Background: an optimization exercise with open tools, aiming at small area, a short achievable clock period and few clock cycles. Do not read the settings as production practice. Function was not checked in any run shown here: the RTL went through the layout flow alone. No activity file was given, so power comes from the tool's default toggle rates.

==> design/flow/design.v <==
module puc (
    input  wire        clk,
    input  wire        rst,           
    input  wire        cmd_valid,
    input  wire [63:0] cmd_data,
    output wire        cmd_ready,
    output wire        rsp_valid,
    output wire [63:0] rsp_data,
    output wire [31:0] status,
    output wire [63:0] fault_info,
    output wire        bus_req,
    output wire        bus_we,
    output wire [31:0] bus_addr,
    output wire [31:0] bus_wdata,
    input  wire        bus_ack,
    input  wire [31:0] bus_rdata
);
    localparam [31:0] SETTLE        = 32'd150;
    localparam [31:0] MREQ          = 32'h00080018;
    localparam [21:0] A_GPPUD     = 22'h200094 >> 2;
    localparam [21:0] A_GPPUDCLK0 = 22'h200098 >> 2;
    localparam [21:0] A_DR        = 22'h201000 >> 2;
    localparam [21:0] A_FR        = 22'h201018 >> 2;
    localparam [21:0] A_IBRD      = 22'h201024 >> 2;
    localparam [21:0] A_FBRD      = 22'h201028 >> 2;
    localparam [21:0] A_LCRH      = 22'h20102C >> 2;
    localparam [21:0] A_CR        = 22'h201030 >> 2;
    localparam [21:0] A_IMSC      = 22'h201038 >> 2;
    localparam [21:0] A_ICR       = 22'h201044 >> 2;
    localparam [21:0] A_MREAD     = 22'h00B880 >> 2;
    localparam [21:0] A_MSTAT     = 22'h00B898 >> 2;
    localparam [21:0] A_MWRITE    = 22'h00B8A0 >> 2;
    localparam [3:0] OP_RESOLVE = 4'h1, OP_REGR = 4'h2, OP_REGW  = 4'h3,
                     OP_DELAY   = 4'h4, OP_MBOX = 4'h5, OP_INIT  = 4'h6,
                     OP_PUTB    = 4'h7, OP_GETB = 4'h8, OP_PUTS  = 4'h9,
                     OP_GETS    = 4'hA, OP_PANIC = 4'hB;
    localparam [3:0]
        S_IDLE = 4'd0,     
        S_TXFR = 4'd1,     
        S_TXWT = 4'd2,     
        S_TXDR = 4'd3,     
        S_RXFR = 4'd4,     
        S_RXDR = 4'd5,     
        S_REG  = 4'd6,     
        S_FIN  = 4'd7,     
        S_DLY  = 4'd8,     
        S_IW   = 4'd9,     
        S_MST1 = 4'd10,    
        S_MW   = 4'd11,    
        S_MST2 = 4'd12,    
        S_MRD  = 4'd13,    
        S_MCHK = 4'd14,    
        S_GW   = 4'd15;    
    localparam [2:0] C_PUTB = 3'd0, C_PUTS = 3'd1, C_GETB = 3'd2,
                     C_GETS = 3'd3, C_PANIC = 3'd4;
    function [7:0] bbyte;           
        input [1:0] s;
        case (s)
            2'd1:    bbyte = 8'h20;
            2'd2:    bbyte = 8'h3F;
            2'd3:    bbyte = 8'hFE;
            default: bbyte = 8'h00;
        endcase
    endfunction
    function [7:0] pchar;           
        input [3:0] i;
        case (i)
            4'd0:  pchar = 8'h54;
            4'd1:  pchar = 8'h68;
            4'd2:  pchar = 8'h72;
            4'd3:  pchar = 8'h65;
            4'd4:  pchar = 8'h61;
            4'd5:  pchar = 8'h64;
            4'd6:  pchar = 8'h20;
            4'd7:  pchar = 8'h70;
            4'd8:  pchar = 8'h61;
            4'd9:  pchar = 8'h6E;
            4'd10: pchar = 8'h69;
            4'd11: pchar = 8'h63;
            default: pchar = 8'h21;
        endcase
    endfunction
    function [21:0] iw_off;         
        input [3:0] i;
        case (i)
            4'd0:    iw_off = A_CR;
            4'd1:    iw_off = A_GPPUD;
            4'd2:    iw_off = A_GPPUDCLK0;
            4'd3:    iw_off = A_GPPUDCLK0;
            4'd4:    iw_off = A_ICR;
            4'd5:    iw_off = A_IBRD;
            4'd6:    iw_off = A_FBRD;
            4'd7:    iw_off = A_LCRH;
            4'd8:    iw_off = A_IMSC;
            default: iw_off = A_CR;
        endcase
    endfunction
    function [31:0] iw_val;         
        input [3:0] i;
        case (i)
            4'd2:    iw_val = 32'h0000C000;
            4'd4:    iw_val = 32'h000007FF;
            4'd5:    iw_val = 32'h00000001;
            4'd6:    iw_val = 32'h00000028;
            4'd7:    iw_val = 32'h00000070;
            4'd8:    iw_val = 32'h000007F2;
            4'd9:    iw_val = 32'h00000301;
            default: iw_val = 32'h00000000;
        endcase
    endfunction
    reg  [3:0]  st;
    reg  [2:0]  ctx;
    reg         busy, halted, drv_ready;
    reg  [2:0]  fcode;
    reg  [63:0] finfo;
    reg         cr;                
    reg  [1:0]  bsel;              
    reg         breq, bwe;
    reg  [29:0] baddr;             
    reg  [31:0] bwd;
    reg         rv;
    reg  [63:0] rd;
    reg  [31:0] cnt;               
    reg  [2:0]  pos;               
    reg         need;              
    reg         allld;             
    reg         lastw;             
    reg  [7:0]  rxb;               
    reg         rxnew;
    reg  [1:0]  ecls;              
    reg  [1:0]  ei;
    reg         eol;
    reg  [7:0]  len;
    reg  [3:0]  widx;
    reg  [3:0]  pidx;
    reg  [3:0]  istep;
    reg         ge3, mbinit, dlyinit;
    reg  [3:0]  meq;
    reg  [1023:0] lb;
    reg         pdok;              
    reg  [7:0]  pnz;               
    reg         pzah;              
    reg         pnle8;             
    reg  [1:0]  plook;             
    reg         pge3;              
    reg  [7:0]  ptop;              
    reg         povf, pmis;
    reg         p_ill, p_pan, p_byte, p_regf;        
    reg         p_resolve, p_reg, p_regw, p_delay, p_mbox, p_init;
    reg         p_putb, p_getb, p_gets, p_puts, p_puts0;
    reg         p_fi_ovf;                            
    assign cmd_ready  = cr;
    assign rsp_valid  = rv;
    assign rsp_data   = rd;
    assign status     = {16'd0, 5'd0, fcode, 5'd0, halted, drv_ready, busy};
    assign fault_info = finfo;
    assign bus_req    = breq;
    assign bus_we     = bwe;
    assign bus_addr   = {baddr, 2'b00};
    assign bus_wdata  = bwd;
    wire       take = cr & cmd_valid;
    wire       bz   = (bsel == 2'd0);
    wire [7:0] bb   = bbyte(bsel);
    wire       adv  = bz | bus_ack;               
    wire [31:0] rdv = bz ? 32'd0 : bus_rdata;
    wire [31:0] cnt_dec = cnt - 32'd1;
    wire cnt_le1 = (cnt[31:1] == 31'd0);
    wire cnt_is1 = cnt_le1 & cnt[0];
    wire cnt_le9 = (cnt[31:4] == 28'd0) && (cnt[3:0] <= 4'd9);
    reg pad_bad_w;
    always @* begin
        case (cnt[2:0])
            3'd1:    pad_bad_w = |pnz[7:1];
            3'd2:    pad_bad_w = |pnz[7:2];
            3'd3:    pad_bad_w = |pnz[7:3];
            3'd4:    pad_bad_w = |pnz[7:4];
            3'd5:    pad_bad_w = |pnz[7:5];
            3'd6:    pad_bad_w = |pnz[7:6];
            3'd7:    pad_bad_w = pnz[7];
            default: pad_bad_w = 1'b0;
        endcase
    end
    wire [7:0] putc = cmd_data[{pos, 3'b000} +: 8];
    wire [63:0] lbword = lb[{widx, 6'd0} +: 64];
    wire        wfull  = ({1'b0, widx, 3'b111} < len);
    reg  [63:0] gword;
    integer j;
    always @* begin
        for (j = 0; j < 8; j = j + 1)
            gword[8*j +: 8] = (wfull || (j < len[2:0])) ? lbword[8*j +: 8] : 8'h00;
    end
    wire [3:0] c_opc = cmd_data[63:60];
    wire       c_zA  = (cmd_data[59:32] == 28'd0);
    wire       c_zBh = (cmd_data[31:8] == 24'd0);
    wire       c_zB  = c_zBh & (cmd_data[7:0] == 8'd0);
    reg        c_legal;
    always @* begin
        case (c_opc)
            OP_RESOLVE: c_legal = c_zA;
            OP_REGR:    c_legal = c_zB;
            OP_REGW:    c_legal = 1'b1;
            OP_DELAY:   c_legal = c_zA;
            OP_MBOX:    c_legal = c_zA & c_zB;
            OP_INIT:    c_legal = c_zA;
            OP_PUTB:    c_legal = c_zA & c_zBh;
            OP_GETB:    c_legal = c_zA & c_zB;
            OP_PUTS:    c_legal = c_zB;
            OP_GETS:    c_legal = c_zA & c_zB;
            OP_PANIC:   c_legal = c_zA & c_zB;
            default:    c_legal = 1'b0;
        endcase
    end
    wire c_mis = (cmd_data[33:32] != 2'd0);
    wire c_ovf = (bsel == 2'd3) && (cmd_data[59:57] != 3'd0);
    wire f_bi  = p_byte & ~drv_ready & ~bz;
    wire f_reg = p_regf & ~bz;
    wire fault = p_ill | p_pan | f_bi | f_reg;
    wire r_term = (bus_rdata[7:0] == 8'h0A) | (bus_rdata[7:0] == 8'h0D);
    wire r_bs   = (bus_rdata[7:0] == 8'h08);
    reg  [3:0]  st_n;
    reg  [2:0]  ctx_n;
    reg         busy_n, halted_n, drv_n;
    reg  [2:0]  fcode_n;
    reg  [63:0] finfo_n;
    reg  [1:0]  bsel_n;
    reg         breq_n, bwe_n;
    reg  [29:0] baddr_n;
    reg  [31:0] bwd_n;
    reg         rv_n;
    reg  [63:0] rd_n;
    reg  [31:0] cnt_n;
    reg  [2:0]  pos_n;
    reg         need_n, allld_n, lastw_n;
    reg  [7:0]  rxb_n;
    reg         rxnew_n;
    reg  [1:0]  ecls_n, ei_n;
    reg         eol_n;
    reg  [7:0]  len_n;
    reg  [3:0]  widx_n, pidx_n, istep_n;
    reg         ge3_n, mbinit_n, dlyinit_n;
    reg  [3:0]  meq_n;
    reg         pay_n;
    reg         lb_we;
    reg         puts_more, ld;
    reg         bwd_l, baddr_l, bwe_l, finfo_l, fcode_l, busy_l, halted_l, drv_l, breq_l;
    always @* begin
        st_n = st; ctx_n = ctx; busy_n = busy; halted_n = halted; drv_n = drv_ready;
        fcode_n = 3'd0; finfo_n = 64'd0; bsel_n = bsel;
        breq_n = 1'b0; bwe_n = 1'b0; baddr_n = 30'd0; bwd_n = 32'd0;
        rv_n = 1'b0; rd_n = 64'd0;
        cnt_n = cnt; pos_n = pos; need_n = need; allld_n = allld; lastw_n = lastw;
        rxb_n = rxb; rxnew_n = 1'b0; ecls_n = ecls; ei_n = ei; eol_n = eol; len_n = len;
        widx_n = widx; pidx_n = pidx; istep_n = istep;
        ge3_n = ge3; mbinit_n = mbinit; dlyinit_n = dlyinit; meq_n = meq;
        pay_n = 1'b0; lb_we = 1'b0;
        bwd_l = 1'b0; baddr_l = 1'b0; bwe_l = 1'b0; finfo_l = 1'b0; fcode_l = 1'b0;
        busy_l = 1'b0; halted_l = 1'b0; drv_l = 1'b0; breq_l = 1'b0;
        puts_more = (ctx == C_PUTS) &
                    (need | ((st == S_TXDR) & adv & ~allld));
        ld = puts_more & cmd_valid & ~cr & (~(lastw & (pos == 3'd0)) | pdok);
        if (rxnew) begin
            lb_we = 1'b1;
            case (ecls)
                2'd1: begin
                    eol_n = 1'b1;
                    begin bwd_l = 1'b1; bwd_n = {24'd0, 8'h0D}; end
                end
                2'd2: begin
                    if (len != 8'd0)
                        len_n = len - 8'd1;
                end
                default: begin
                    len_n = len + 8'd1;
                    if (len == 8'd127)
                        eol_n = 1'b1;
                end
            endcase
        end
        case (st)
            S_IDLE: begin
                cnt_n   = p_puts ? {4'd0, cmd_data[59:32]} : cmd_data[31:0];
                pos_n   = 3'd0;
                allld_n = 1'b0;
                lastw_n = pnle8;
                ge3_n   = pge3;
                istep_n = 4'd0;
                mbinit_n  = 1'b0;
                dlyinit_n = 1'b0;
                pidx_n  = 4'd0;
                len_n   = 8'd0;
                eol_n   = 1'b0;
                rd_n    = 64'd0;
                begin bwe_l = 1'b1; bwe_n = (p_init | p_regw) & ~fault; end
                if (fault)
                    ctx_n = C_PANIC;
                else if (p_puts)
                    ctx_n = C_PUTS;
                else if (p_getb)
                    ctx_n = C_GETB;
                else if (p_gets)
                    ctx_n = C_GETS;
                else
                    ctx_n = C_PUTB;
                if (p_reg & ~fault)
                    begin baddr_l = 1'b1; baddr_n = {ptop, cmd_data[55:34]}; end
                else if (p_init & ~fault)
                    begin baddr_l = 1'b1; baddr_n = {bbyte(plook), A_CR}; end
                else if (p_mbox & ~fault)
                    begin baddr_l = 1'b1; baddr_n = {bb, A_MSTAT}; end
                else
                    begin baddr_l = 1'b1; baddr_n = {bb, A_FR}; end
                if (fault)
                    begin bwd_l = 1'b1; bwd_n = {24'd0, 8'h54}; end
                else if (p_init)
                    begin bwd_l = 1'b1; bwd_n = 32'd0; end
                else if (p_putb)
                    begin bwd_l = 1'b1; bwd_n = {24'd0, cmd_data[7:0]}; end
                else
                    begin bwd_l = 1'b1; bwd_n = cmd_data[31:0]; end
                if (take) begin
                    begin busy_l = 1'b1; busy_n = 1'b1; end
                    if (fault) begin
                        if (p_ill | f_bi) begin
                            begin fcode_l = 1'b1; fcode_n = p_ill ? 3'd1 : 3'd5; end
                            begin finfo_l = 1'b1; finfo_n = cmd_data; end
                        end else if (p_pan) begin
                            begin fcode_l = 1'b1; fcode_n = 3'd6; end begin finfo_l = 1'b1; finfo_n = 64'd0; end
                        end else if (p_fi_ovf) begin
                            begin fcode_l = 1'b1; fcode_n = 3'd2; end begin finfo_l = 1'b1; finfo_n = {36'd0, cmd_data[59:32]}; end
                        end else begin
                            begin fcode_l = 1'b1; fcode_n = 3'd3; end begin finfo_l = 1'b1; finfo_n = {32'd0, ptop, cmd_data[55:32]}; end
                        end
                        need_n  = 1'b0;
                        st_n    = S_TXFR;
                        begin breq_l = 1'b1; breq_n = ~bz; end
                    end else if (p_resolve) begin
                        bsel_n = plook;
                        st_n   = S_FIN;
                    end else if (p_reg) begin
                        if (bz) begin
                            rv_n = ~p_regw;
                            st_n = S_FIN;
                        end else begin
                            st_n   = S_REG;
                            begin breq_l = 1'b1; breq_n = 1'b1; end
                        end
                    end else if (p_delay) begin
                        st_n = S_DLY;
                    end else if (p_mbox) begin
                        st_n   = S_MST1;
                        begin breq_l = 1'b1; breq_n = ~bz; end
                    end else if (p_init) begin
                        bsel_n = plook;
                        st_n   = S_IW;
                        begin breq_l = 1'b1; breq_n = 1'b1; end
                    end else if (p_getb | p_gets) begin
                        st_n   = S_RXFR;
                        begin breq_l = 1'b1; breq_n = ~bz; end
                    end else if (p_puts0) begin
                        st_n = S_FIN;
                    end else begin  
                        need_n = p_puts;
                        st_n   = S_TXFR;
                        begin breq_l = 1'b1; breq_n = ~bz; end
                    end
                end
            end
            S_FIN: begin
                begin busy_l = 1'b1; busy_n = 1'b0; end
                st_n   = S_IDLE;
            end
            S_TXFR: begin
                if (adv & ~rdv[5]) begin
                    if (~((ctx == C_PUTS) & need) | ld) begin
                        st_n    = S_TXDR;
                        begin bwe_l = 1'b1; bwe_n = 1'b1; end
                        begin baddr_l = 1'b1; baddr_n = {bb, A_DR}; end
                    end else begin
                        st_n   = S_TXWT;
                        begin breq_l = 1'b1; breq_n = 1'b0; end
                    end
                end
            end
            S_TXWT: begin
                if (~((ctx == C_PUTS) & need) | ld) begin
                    st_n    = S_TXDR;
                    begin breq_l = 1'b1; breq_n = ~bz; end
                    begin bwe_l = 1'b1; bwe_n = 1'b1; end
                    begin baddr_l = 1'b1; baddr_n = {bb, A_DR}; end
                end
            end
            S_TXDR: begin
                if (adv) begin
                    case (ctx)
                        C_PUTS: begin
                            if (allld) begin
                                begin busy_l = 1'b1; busy_n = 1'b0; end
                                st_n   = S_IDLE;
                                begin breq_l = 1'b1; breq_n = 1'b0; end
                            end else begin
                                need_n  = 1'b1;
                                st_n    = S_TXFR;
                                begin bwe_l = 1'b1; bwe_n = 1'b0; end
                                begin baddr_l = 1'b1; baddr_n = {bb, A_FR}; end
                            end
                        end
                        C_GETS: begin
                            if (ecls != 2'd0 && ei != ecls) begin
                                ei_n    = ei + 2'd1;
                                begin bwd_l = 1'b1; bwd_n = {24'd0, (ecls == 2'd1) ? 8'h0A :
                                                  (ei == 2'd0) ? 8'h20 : 8'h08}; end
                                st_n    = S_TXFR;
                                begin bwe_l = 1'b1; bwe_n = 1'b0; end
                                begin baddr_l = 1'b1; baddr_n = {bb, A_FR}; end
                            end else if (eol) begin
                                rv_n   = 1'b1;
                                rd_n   = {56'd0, len};
                                widx_n = 4'd0;
                                st_n   = (len == 8'd0) ? S_FIN : S_GW;
                                begin breq_l = 1'b1; breq_n = 1'b0; end
                            end else begin
                                st_n    = S_RXFR;
                                begin bwe_l = 1'b1; bwe_n = 1'b0; end
                                begin baddr_l = 1'b1; baddr_n = {bb, A_FR}; end
                            end
                        end
                        C_PANIC: begin
                            if (pidx == 4'd12) begin
                                begin busy_l = 1'b1; busy_n = 1'b0; end
                                begin halted_l = 1'b1; halted_n = 1'b1; end
                                st_n     = S_IDLE;
                                begin breq_l = 1'b1; breq_n = 1'b0; end
                            end else begin
                                pidx_n  = pidx + 4'd1;
                                begin bwd_l = 1'b1; bwd_n = {24'd0, pchar(pidx + 4'd1)}; end
                                st_n    = S_TXFR;
                                begin bwe_l = 1'b1; bwe_n = 1'b0; end
                                begin baddr_l = 1'b1; baddr_n = {bb, A_FR}; end
                            end
                        end
                        default: begin  
                            begin busy_l = 1'b1; busy_n = 1'b0; end
                            st_n   = S_IDLE;
                            begin breq_l = 1'b1; breq_n = 1'b0; end
                        end
                    endcase
                end
            end
            S_RXFR: begin
                if (adv & ~rdv[4]) begin
                    st_n    = S_RXDR;
                    begin baddr_l = 1'b1; baddr_n = {bb, A_DR}; end
                end
            end
            S_RXDR: begin
                if (adv) begin
                    if (ctx == C_GETB) begin
                        rv_n   = 1'b1;
                        rd_n   = {56'd0, rdv[7:0]};
                        st_n   = S_FIN;
                        begin breq_l = 1'b1; breq_n = 1'b0; end
                    end else begin
                        rxb_n   = rdv[7:0];
                        rxnew_n = 1'b1;
                        ecls_n  = bz ? 2'd0 : r_term ? 2'd1 : r_bs ? 2'd2 : 2'd0;
                        begin bwd_l = 1'b1; bwd_n = {24'd0, rdv[7:0]}; end
                        ei_n    = 2'd0;
                        st_n    = S_TXFR;
                        begin baddr_l = 1'b1; baddr_n = {bb, A_FR}; end
                    end
                end
            end
            S_GW: begin
                rv_n   = 1'b1;
                rd_n   = gword;
                widx_n = widx + 4'd1;
                if ({1'b0, widx, 3'b000} + 8'd8 >= len)
                    st_n = S_FIN;
            end
            S_REG: begin
                if (adv) begin
                    begin breq_l = 1'b1; breq_n = 1'b0; end
                    if (~bwe) begin
                        rv_n = 1'b1;
                        rd_n = {32'd0, rdv};
                        st_n = S_FIN;
                    end else begin
                        begin busy_l = 1'b1; busy_n = 1'b0; end
                        st_n   = S_IDLE;
                    end
                end
            end
            S_DLY: begin
                if (cnt_le1) begin
                    if (dlyinit) begin
                        st_n   = S_IW;
                        begin breq_l = 1'b1; breq_n = 1'b1; end
                    end else begin
                        begin busy_l = 1'b1; busy_n = 1'b0; end
                        st_n   = S_IDLE;
                    end
                end else begin
                    cnt_n = cnt_dec;
                end
            end
            S_IW: begin
                if (adv) begin
                    istep_n = istep + 4'd1;
                    begin baddr_l = 1'b1; baddr_n = {bb, iw_off(istep + 4'd1)}; end
                    begin bwd_l = 1'b1; bwd_n = iw_val(istep + 4'd1); end
                    case (istep)
                        4'd1, 4'd2: begin
                            cnt_n     = SETTLE;
                            dlyinit_n = 1'b1;
                            st_n      = S_DLY;
                            begin breq_l = 1'b1; breq_n = 1'b0; end
                        end
                        4'd4: begin
                            if (ge3) begin
                                mbinit_n = 1'b1;
                                st_n     = S_MST1;
                                begin bwe_l = 1'b1; bwe_n = 1'b0; end
                                begin baddr_l = 1'b1; baddr_n = {bb, A_MSTAT}; end
                            end
                        end
                        4'd9: begin
                            begin drv_l = 1'b1; drv_n = 1'b1; end
                            begin busy_l = 1'b1; busy_n = 1'b0; end
                            st_n   = S_IDLE;
                            begin breq_l = 1'b1; breq_n = 1'b0; end
                        end
                        default: ;
                    endcase
                end
            end
            S_MST1: begin
                if (adv & ~rdv[31]) begin
                    st_n    = S_MW;
                    begin bwe_l = 1'b1; bwe_n = 1'b1; end
                    begin baddr_l = 1'b1; baddr_n = {bb, A_MWRITE}; end
                    begin bwd_l = 1'b1; bwd_n = MREQ; end
                end
            end
            S_MW: begin
                if (adv) begin
                    st_n    = S_MST2;
                    begin bwe_l = 1'b1; bwe_n = 1'b0; end
                    begin baddr_l = 1'b1; baddr_n = {bb, A_MSTAT}; end
                end
            end
            S_MST2: begin
                if (adv & ~rdv[30]) begin
                    st_n    = S_MRD;
                    begin baddr_l = 1'b1; baddr_n = {bb, A_MREAD}; end
                end
            end
            S_MRD: begin
                if (adv) begin
                    meq_n = {rdv[31:24] == MREQ[31:24], rdv[23:16] == MREQ[23:16],
                             rdv[15:8]  == MREQ[15:8],  rdv[7:0]   == MREQ[7:0]};
                    st_n   = S_MCHK;
                    begin breq_l = 1'b1; breq_n = 1'b0; end
                end
            end
            S_MCHK: begin
                if (&meq) begin
                    if (mbinit) begin
                        st_n    = S_IW;
                        begin breq_l = 1'b1; breq_n = 1'b1; end
                        begin bwe_l = 1'b1; bwe_n = 1'b1; end
                        begin baddr_l = 1'b1; baddr_n = {bb, iw_off(istep)}; end
                        begin bwd_l = 1'b1; bwd_n = iw_val(istep); end
                    end else begin
                        begin busy_l = 1'b1; busy_n = 1'b0; end
                        st_n   = S_IDLE;
                    end
                end else begin
                    st_n    = S_MST2;
                    begin breq_l = 1'b1; breq_n = ~bz; end
                    begin bwe_l = 1'b1; bwe_n = 1'b0; end
                    begin baddr_l = 1'b1; baddr_n = {bb, A_MSTAT}; end
                end
            end
            default: st_n = S_IDLE;
        endcase
        if (ld) begin
            need_n = 1'b0;
            if (lastw & (pos == 3'd0) & pad_bad_w) begin
                begin fcode_l = 1'b1; fcode_n = 3'd1; end
                begin finfo_l = 1'b1; finfo_n = cmd_data; end
                ctx_n   = C_PANIC;
                pidx_n  = 4'd0;
                begin bwd_l = 1'b1; bwd_n = {24'd0, 8'h54}; end
            end else begin
                begin bwd_l = 1'b1; bwd_n = {24'd0, putc}; end
                pos_n = pos + 3'd1;
                cnt_n = cnt_dec;
                if (cnt_is1)
                    allld_n = 1'b1;
                if (cnt_is1 | (pos == 3'd7))
                    pay_n = 1'b1;
                if (pos == 3'd7)
                    lastw_n = cnt_le9;
            end
        end
    end
    genvar gi;
    generate
        for (gi = 0; gi < 128; gi = gi + 1) begin : g_lb
            always @(posedge clk)
                if (lb_we && len[6:0] == gi)
                    lb[8*gi +: 8] <= rxb;
        end
    endgenerate
    always @(posedge clk) begin
        pdok  <= ~rst & cmd_valid & ~cr;
        pnz   <= {|cmd_data[63:56], |cmd_data[55:48], |cmd_data[47:40], |cmd_data[39:32],
                  |cmd_data[31:24], |cmd_data[23:16], |cmd_data[15:8],  |cmd_data[7:0]};
        pzah  <= (cmd_data[59:56] == 4'd0);
        pnle8 <= (cmd_data[59:36] == 24'd0) && (cmd_data[35:32] <= 4'd8);
        plook <= (cmd_data[31:0] == 32'd2 || cmd_data[31:0] == 32'd3) ? 2'd2 :
                 (cmd_data[31:0] == 32'd4) ? 2'd3 : 2'd1;
        pge3  <= (cmd_data[31:0] >= 32'd3);
        case (bsel)
            2'd2:    ptop <= 8'h3F + {4'd0, cmd_data[59:56]};
            2'd3:    ptop <= 8'hFE + {4'd0, cmd_data[59:56]};
            default: ptop <= 8'h20 + {4'd0, cmd_data[59:56]};
        endcase
        povf  <= c_ovf;
        pmis  <= c_mis;
        p_ill     <= ~c_legal;
        p_pan     <= (c_opc == OP_PANIC);
        p_byte    <= (c_opc == OP_PUTB) | (c_opc == OP_GETB) | (c_opc == OP_PUTS) | (c_opc == OP_GETS);
        p_regf    <= ((c_opc == OP_REGR) | (c_opc == OP_REGW)) & (c_ovf | c_mis);
        p_fi_ovf  <= c_ovf;
        p_resolve <= (c_opc == OP_RESOLVE);
        p_reg     <= (c_opc == OP_REGR) | (c_opc == OP_REGW);
        p_regw    <= (c_opc == OP_REGW);
        p_delay   <= (c_opc == OP_DELAY);
        p_mbox    <= (c_opc == OP_MBOX);
        p_init    <= (c_opc == OP_INIT);
        p_putb    <= (c_opc == OP_PUTB);
        p_getb    <= (c_opc == OP_GETB);
        p_gets    <= (c_opc == OP_GETS);
        p_puts    <= (c_opc == OP_PUTS);
        p_puts0   <= (c_opc == OP_PUTS) & c_zA;
        if (rst) begin
            st        <= S_IDLE;
            busy      <= 1'b0;
            halted    <= 1'b0;
            drv_ready <= 1'b0;
            fcode     <= 3'd0;
            finfo     <= 64'd0;
            cr        <= 1'b0;
            bsel      <= 2'd0;
            breq      <= 1'b0;
            bwe       <= 1'b0;
            baddr     <= 30'd0;
            bwd       <= 32'd0;
            rv        <= 1'b0;
            len       <= 8'd0;
            need      <= 1'b0;
            rxnew     <= 1'b0;
        end else begin
            st        <= st_n;
            busy      <= (busy & ~busy_l) | (busy_n & busy_l);
            halted    <= (halted & ~halted_l) | (halted_n & halted_l);
            drv_ready <= (drv_ready & ~drv_l) | (drv_n & drv_l);
            fcode     <= (fcode & ~{3{fcode_l}}) | (fcode_n & {3{fcode_l}});
            finfo     <= (finfo & ~{64{finfo_l}}) | (finfo_n & {64{finfo_l}});
            cr        <= (~busy_n & ~halted_n & cmd_valid & ~take) | pay_n;
            bsel      <= bsel_n;
            breq      <= (breq & ~breq_l) | (breq_n & breq_l);
            bwe       <= (bwe & ~bwe_l) | (bwe_n & bwe_l);
            baddr     <= (baddr & ~{30{baddr_l}}) | (baddr_n & {30{baddr_l}});
            bwd       <= (bwd & ~{32{bwd_l}}) | (bwd_n & {32{bwd_l}});
            rv        <= rv_n;
            len       <= len_n;
            need      <= need_n;
            rxnew     <= rxnew_n;
        end
        ctx    <= ctx_n;
        rd     <= rd_n;
        cnt    <= cnt_n;
        pos    <= pos_n;
        allld  <= allld_n;
        lastw  <= lastw_n;
        rxb    <= rxb_n;
        ecls   <= ecls_n;
        ei     <= ei_n;
        eol    <= eol_n;
        widx   <= widx_n;
        pidx   <= pidx_n;
        istep  <= istep_n;
        ge3    <= ge3_n;
        mbinit <= mbinit_n;
        dlyinit <= dlyinit_n;
        meq    <= meq_n;
    end
endmodule
==> design/flow/flow/run.sh <==
#!/bin/bash
set -euo pipefail
export SETUP_SLACK_MARGIN=5.3
bash standard.sh > standard_sh.log 2>&1
==> design/flow/standard.sh <==
#!/bin/bash
# synth_recipe.tcl (not shown) runs the flow's synth.tcl, then flattens the netlist and writes it again
# the make line also repeats each setting of config.mk as NAME=value (left out here)
make -C /OpenROAD-flow-scripts/flow DESIGN_CONFIG=/design/flow/config.mk WORK_HOME=/design/flow/orfs CLKGATE_MAP_FILE= SYNTH_SCRIPT=/design/flow/synth_recipe.tcl "${@:-finish}"
==> design/flow/config.mk <==
export PLATFORM = sky130hd
export DESIGN_NAME = puc
export DESIGN_NICKNAME = puc
export VERILOG_FILES = /design/flow/design.v
export SDC_FILE = /design/flow/constraint.sdc
export NUM_CORES = 4
export LEC_CHECK = 0
export ABC_CLOCK_PERIOD_IN_PS = 2700
export CAP_MARGIN = 20
export CORE_MARGIN = 2
export CORE_UTILIZATION = 40
export CTS_CLUSTER_DIAMETER = 100
export CTS_CLUSTER_SIZE = 28
export SLEW_MARGIN = 20
==> design/flow/constraint.sdc <==
create_clock -name core_clock -period 8.0 [get_ports {clk}]
set_input_delay 1.6000 -clock core_clock [delete_from_list [all_inputs] [get_ports {clk}]]
set_output_delay 1.6000 -clock core_clock [all_outputs]
set_load 0.01 [all_outputs]
==> results of run 1 <==
==> cell type report <==
type	count	area share (%)
clock inverter	14	0.307
clock buffer	93	2.31
sequential	1355	55.8
antenna	1	0.00368
multi-input combinational	2189	28.6
timing repair buffer	608	9.11
inverter	70	0.430
tap	1890	3.47
==> routing by layer <==
layer  GRT usage (%)  up-vias
li1                -    15800
met2            37.2     1649
met3            4.37      298
met1            31.2    18900
met4            6.80       12
met5               0        -
==> path summary, 6_finish.rpt <==
kind | from | end
worst max-delay path | rxnew | lb[448]
worst min register to register | pge3 | ge3
worst max register to register | rxnew | lb[448]
worst min-delay path | pge3 | ge3
==> power by group through the flow <==
stage / sequential (µW) / clock [µW] / combinational [µW]
final: 8220 / 3660 / 3280
after CTS: 8210 / 3750 / 2880
after global placement: 8340 / 0 / 2380
after detailed placement: 8340 / 0 / 2410
after floorplan: 8380 / 0 / 1470
after global routing: 8250 / 3970 / 3460
==> placed cells by master, fill, tap and decap left out, types with 28 or more instances in the layout <==
cell and count:
nand3_1 45, and3_1 33, inv_1 62, clkbuf_1 35
buf_4 232, a22o_1 36, dlygate4sd2_1 29, clkbuf_16 64
mux4_2 240, buf_2 36, o21ai_0 95, nor2_1 320
edfxtp_1 1052, conb_1 28, buf_6 202, nand2_1 176
mux2i_1 170, dfxtp_2 161, a21oi_1 117, a22oi_1 31
dfxtp_1 119, a22oi_2 34, o22ai_1 48, nor3_1 48
o221ai_1 38, nor2_4 33, ha_1 38, nor2_2 93
o21ai_1 35
==> through the flow <==
step	hold slack, ns	util [%]	cell area, µm²
global route	0.430	48.2	68100
detailed placement	0.395	43.9	62000
floorplan	0.386	-	57500
CTS	0.409	47.1	66500
global placement	0.395	43.9	62000
finish	0.414	48.2	68100
==> repair_timing <==
action | 4_1_cts | 5_1_grt
pin swaps | 54 | 59
setup endpoints to repair | 1039 | 1217
setup buffers | 144 | 75
resized for setup | 1574 | 236
gates cloned | 15 | 12
==> kinds of logic (layout without fill, tap and decap cells) <==
family / Yosys count / in the layout / synth area share, %
AO/OA/AOI/OAI: 697 / 700 / 8.56
XOR/XNOR: 21 / 21 / 0.325
adder cells (fa/ha/maj): 46 / 46 / 1.03
buffers and inverters: 332 / 785 / 2.72
flip-flops: 1355 / 1355 / 66.5
multiplexers: 421 / 421 / 12.8
other: 1 / 29 / 0.00663
AND/OR/NAND/NOR: 967 / 973 / 8.06
==> impl_metrics.py, run 1 <==
metrics = {
    "status": {
        "status": "timing/DRC/antenna clean",
    },
    "worst_setup_path": {
        "cpMaxStageDelayCell": "nor2_1",
        "cp_num_buf_inv": 0,
        "cpPeakStageDelay_ns": 0.75,
        "reg2reg_depth": 4,
        "reg2reg_slack_ns": 5.12,
        "start_kind": "flip-flop",
        "path_delay_family": "simple AND/OR/NAND/NOR gates",
        "required_ns": 8.36,
        "crit_chain": "nand2_1 > nor2_1 > nand2_1 > nor2_1",
        "path_max_fanout": 8,
        "worstSetupPathType": "flip-flop to flip-flop",
        "critPathArrivalTime_ns": 3.24,
        "cp_num_cells": 4,
        "end_kind": "flip-flop",
    },
    "detailed_routing": {
        "via_count": 36700,
        "drt-met1-wl_um": 70900,
        "wl_per_cell_um": 27.7,
        "via_per_inst": 5.90,
        "wl_met3_um": 13800,
        "drtPass1Iterations": 8,
        "routed-wl-met2_um": 81300,
        "wirelength_um": 172000,
        "drc_errors": 0,
        "ant_nets": 0,
        "drt_iter0_drc": 4256,
        "top_layer_used": "met5",
    },
    "sta": {
        "fin_crit_sh_pct": 36.0,
        "worst_pin_slew_ns": 1.12,
        "max_freq_ghz": 0.347,
        "tns_ns": 0,
        "hold_viol": 0,
        "finalSetupViolations": 0,
        "setup_ws_ns": 5.12,
        "rsz0062_at_grt": "true",
        "slew_violations": 0,
        "min_period_ns": 2.88,
        "slew_headroom_pct": 25.3,
        "finClkSkew_ns": 0.0309,
    },
    "power": {
        "intPower_uw": 10700,
        "power.share.combinational_pct": 21.6,
        "switching_share_pct": 29.1,
        "total_power_uw": 15200,
        "power_density_nw_per_um2": 223,
        "pwr-share-clk_pct": 24.2,
        "power.ir.vdd_worst_mv": 0.223,
        "p_leak_uw": 0.0237,
        "p_switching_uw": 4420,
        "p_seq_share_pct": 54.2,
    },
    "clock_network": {
        "cts.sinks": 1355,
        "clockRootBuffer": "clkbuf_16",
        "h-tree-depth": 2,
        "cts_tree": "done",
        "clk_latency_ns": 0.72,
        "cts_buffers": 57,
        "clockBufferDepth": 3,
        "cts_hold_buffers": 0,
        "cts.clk_slew.worst_paths_ns": 0.12,
    },
    "floorplanning": {
        "rows": 138,
        "coreArea_um2": 141000,
        "die_w_um": 380,
        "top_level_ports": 328,
        "initial_core_util_pct": 40.1,
        "fp.dieH_um": 380,
        "die_area_um2": 145000,
    },
    "logic_synthesis": {
        "ys_seq_elements": 1355,
        "ys_async_sr_fraction_pct": 0,
        "synth_largest_area_cell": "edfxtp_1",
        "yosysTopAreaCellShare_pct": 55.8,
        "synth-edff-count": 1052,
        "synth_cells": 3840,
        "synthTopCellsByArea": "edfxtp_1 (56%), dfxtp_1 (11%), mux4_2 (9.6%)",
        "synth_cell_type_count": 108,
        "synth.most_common_cell": "edfxtp_1",
        "synth_flop_cell": "edfxtp_1",
        "yosys_warnings": 1,
        "yosys-top-cells-count": "edfxtp_1 (1052), nor2_1 (440), dfxtp_1 (303)",
        "postSynthAreaPerCell_um2": 14.7,
        "ys_seq_area_share_pct": 66.5,
        "synth_area_um2": 56600,
    },
    "final_layout": {
        "layoutNonFillerInstCount": 6220,
        "drive_gt1_share_pct": 33.1,
        "fillers": 12200,
        "register_area_um2": 37900,
        "fin_nets": 4427,
        "areaGrowthSynthToFinish_pct": 20.3,
        "multi_input_area_um2": 19500,
    },
    "global_routing": {
        "overflow": 0,
        "grt_pass1_vias": 34800,
        "grt_max_degree": 101,
        "antenna_found_initial": 12,
        "grt_use_total_pct": 22.9,
        "grt_pass1_wl_um": 247000,
    },
    "hold_path": {
        "holdPathStages": 0,
        "holdCritPathClass": "flip-flop to flip-flop",
    },
    "place": {
        "placed_cells": 5865,
        "dp_hpwl_um": 107000,
        "gp_congestion": 0.942,
        "place_ws_ns": 2.71,
        "port_buffers": 299,
    },
    "flow_run": {
        "maxCapViolCount": 0,
    },
}
==> run 2: changes to the inputs <==
==> design/flow/flow/run.sh (replaced) <==
#!/bin/bash
set -euo pipefail
export SETUP_SLACK_MARGIN=5.6
bash standard.sh > standard_sh.log 2>&1
==> run 2 against run 1 <==
Still clean on timing, DRC and antenna; synthesized area is the same; clock power grew 4%; via count rose by 4.0%; maximum frequency about the same; routed wire length up 6.9%; clock-buffer cell count rose by 1; hold slack got worse by 0.011 ns; synthesized cell count is the same; global-route usage increased by 1.3 points; largest power group unchanged.
==> impl_metrics.py, run 2 <==
metrics = {
    "status": {
        "status": "timing/DRC/antenna clean",
    },
    "logic_synthesis": {
        "ys_seq_area_share_pct": 66.5,
        "synth_cell_type_count": 108,
        "synth-edff-count": 1052,
        "synth.most_common_cell": "edfxtp_1",
        "postSynthAreaPerCell_um2": 14.7,
        "yosysTopAreaCellShare_pct": 55.8,
        "synth_flop_cell": "edfxtp_1",
        "yosys-top-cells-count": "edfxtp_1 (1052), nor2_1 (440), dfxtp_1 (303)",
        "synthTopCellsByArea": "edfxtp_1 (56%), dfxtp_1 (11%), mux4_2 (9.6%)",
        "ys_seq_elements": 1355,
        "yosys_warnings": 1,
        "ys_async_sr_fraction_pct": 0,
        "synth_largest_area_cell": "edfxtp_1",
        "synth_area_um2": 56600,
        "synth_cells": 3840,
    },
    "global_routing": {
        "overflow": 0,
        "grt_pass1_wl_um": 260000,
        "grt_pass1_vias": 36800,
        "antenna_found_initial": 6,
        "grt_use_total_pct": 24.2,
        "grt_max_degree": 105,
    },
    "sta": {
        "max_freq_ghz": 0.347,
        "slew_headroom_pct": 24.7,
        "rsz0062_at_grt": "true",
        "finClkSkew_ns": 0.0572,
        "fin_crit_sh_pct": 36.0,
        "min_period_ns": 2.88,
        "hold_viol": 0,
        "worst_pin_slew_ns": 1.13,
        "slew_violations": 0,
        "tns_ns": 0,
        "hold_ws_ns": 0.403,
        "finalSetupViolations": 0,
    },
    "worst_setup_path": {
        "cpPeakStageDelay_ns": 0.29,
        "required_ns": 8.60,
        "r2r_start": "cnt[0]",
        "reg2reg_slack_ns": 5.29,
        "critPathArrivalTime_ns": 3.49,
        "r2r-end": "cnt[8]",
        "start_kind": "input pin",
        "cpMaxStageDelayCell": "o211a_4",
        "startpoint": "bus_ack",
        "path_max_fanout": 6,
        "path_common_cell": "buf_12",
        "end_kind": "flip-flop",
        "worstSetupPathType": "input pin to flip-flop",
        "crit_chain": "buf_12 > o21ba_4 > nor3_4 > o211a_4 > buf_6 > a21oi_4 > nor2_4 > buf_12 > buf_12 > buf_12 > buf_16 > a22oi_2 > nor2_1",
        "reg2reg_depth": 12,
    },
    "floorplanning": {
        "top_level_ports": 328,
        "fp.dieH_um": 380,
        "rows": 138,
        "die_w_um": 380,
        "die_area_um2": 145000,
        "coreArea_um2": 141000,
        "initial_core_util_pct": 40.1,
    },
    "detailed_routing": {
        "via_per_inst": 5.95,
        "via_count": 38100,
        "drc_errors": 0,
        "drt_iter0_drc": 4326,
        "drtPass1Iterations": 9,
        "wirelength_um": 184000,
        "ant_nets": 0,
        "wl_per_cell_um": 28.7,
    },
    "power": {
        "p_leak_uw": 0.0254,
        "power.share.combinational_pct": 24.0,
        "switching_share_pct": 29.9,
        "p_switching_uw": 4740,
        "p_seq_share_pct": 52.0,
        "power.ir.vdd_worst_mv": 0.201,
        "intPower_uw": 11100,
        "power_density_nw_per_um2": 219,
        "pwr-share-clk_pct": 24.0,
    },
    "place": {
        "gp_congestion": 0.928,
        "dp_hpwl_um": 107000,
        "port_buffers": 299,
    },
    "clock_network": {
        "clockRootBuffer": "clkbuf_16",
        "cts.clk_slew.worst_paths_ns": 0.12,
        "clockBufferDepth": 3,
        "clk_latency_ns": 0.76,
        "cts.sinks": 1355,
        "h-tree-depth": 2,
        "cts_tree": "done",
        "cts_buffers": 58,
    },
    "final_layout": {
        "fin_nets": 4619,
        "fillers": 11700,
        "drive_gt1_share_pct": 40.7,
        "areaGrowthSynthToFinish_pct": 27.7,
        "final_common_cell": "edfxtp_1",
        "final_cell_mix": "edfxtp_1 (1052), buf_4 (307), nor2_1 (285)",
        "fin_util_pct": 51.2,
        "n_antenna_cell": 0,
    },
    "hold_path": {
        "holdCritPathClass": "flip-flop to flip-flop",
        "hp-start": "pge3",
        "holdPathStages": 0,
    },
    "flow_run": {
        "maxCapViolCount": 0,
    },
}
-- run 2: cell count changes in the layout (fill, tap and decap cells not counted), sizes merged --
cell	previous run	this run
diode	1	0
dlygate4sd2	29	12
inv	73	74
clkdlybuf4s15	17	7
clkinv	8	7
nand2b	21	25
or2	12	13
buf	510	724
nand2	192	196
dlymetal6s2s	2	1
clkbuf	110	107
-- run 2: critical path, delay by kind of cell --
kind	cells	cell delay (ns)
AND/OR/NAND/NOR	3	0.22
buffers and inverters	6	0.76
AO/OA/AOI/OAI	4	0.88
-- run 2: what timing repair did --
action	CTS	global route
hold buffers	0	0
pin swaps	168	141
setup buffers	271	100
endpoints found under the setup margin	1774	1192
gates resized for setup	2083	348
cloned	56	18
-- run 2: logic make-up (layout without fill, tap and decap cells) --
logic type | Yosys count | after routing | synth area share (%)
buffers and inverters | 332 | 968 | 2.72
AO/OA/AOI/OAI | 697 | 700 | 8.56
other | 1 | 28 | 0.00663
XOR/XNOR | 21 | 21 | 0.325
adder cells (fa/ha/maj) | 46 | 46 | 1.03
multiplexers | 421 | 421 | 12.8
flip-flops | 1355 | 1355 | 66.5
AND/OR/NAND/NOR | 967 | 982 | 8.06
-- run 2: power groups by stage --
stage | clock network, µW | registers, µW | logic, µW
after floorplan | 0 | 8380 | 1470
after global placement | 0 | 8360 | 2380
after detailed placement | 0 | 8360 | 2400
after CTS | 3850 | 8220 | 3390
after global routing | 4080 | 8270 | 3980
final | 3800 | 8250 | 3800
-- run 2: metrics by stage --
step                      total power, µW  instance area (µm²)  worst slack [ns]  std cells
after CTS                           15500                69900              5.10       6293
after global placement              10700                62000              2.74       5858
after detailed placement            10800                62000              2.73       5858
final                               15900                72300              5.12       6411
after global routing                16300                72300              5.09       6411
after floorplan                      9850                57600              4.72       3867
-- run 2: final cells by class --
| type | instances | area [µm²] | area share (%) |
|---|---|---|---|
| inverters | 70 | 303 | 0.419 |
| well taps | 1890 | 2360 | 3.27 |
| flip-flops and latches | 1355 | 38000 | 52.5 |
| clock inverters | 14 | 246 | 0.341 |
| repair buffers | 790 | 8800 | 12.2 |
| multi-input cells | 2198 | 21000 | 29.0 |
| clock buffers | 94 | 1610 | 2.22 |
-- run 2: layer usage --
layer,vias to the layer above,wire (µm),global-route usage (%)
met5,-,79,0
met4,12,8660,10.0
met3,447,15600,4.59
met2,1933,87100,39.0
met1,19500,72700,32.2
li1,16300,-,-
-- run 2: worst min path at each step --
| stage | end | slack, ns |
|---|---|---|
| 2_1_floorplan | ge3 | 0.39 |
| 3_3_place_gp | ge3 | 0.40 |
| 3_5_place_dp | ge3 | 0.40 |
| 4_1_cts | ge3 | 0.40 |
| 5_1_grt | ge3 | 0.41 |
| 6_report | ge3 | 0.40 |

==> static timing again, ports no longer ideal <==
In the flow no input, the clock included, has a driving cell. The finished layouts below were timed again as built, in two steps. Step 1 assumes that a clkbuf_16 drives the clock port and a buf_2 every other input. Step 2 moves the port delays by t, midway between the first and last clock arrival at a register: inputs arrive t later, outputs are due t later. That takes back most of the time a late clock gives input paths. a / b / c = no drivers / after step 1 / after step 2; a / b = the first two.
run	t (ns)	setup slack, ns	hold WS [ns]	latest minus earliest clock arrival (ns)
run 1	0.790	5.118 / 5.055 / 4.334	0.414 / 0.414 / 0.414	0.031 / 0.032
run 2	0.814	5.117 / 5.053 / 4.335	0.403 / 0.403 / 0.403	0.068 / 0.067
After both steps setup and hold are still met in every run listed. The setup slack of run 1, which loses most, moves by -0.063 ns with the drivers and by -0.784 ns with both steps.
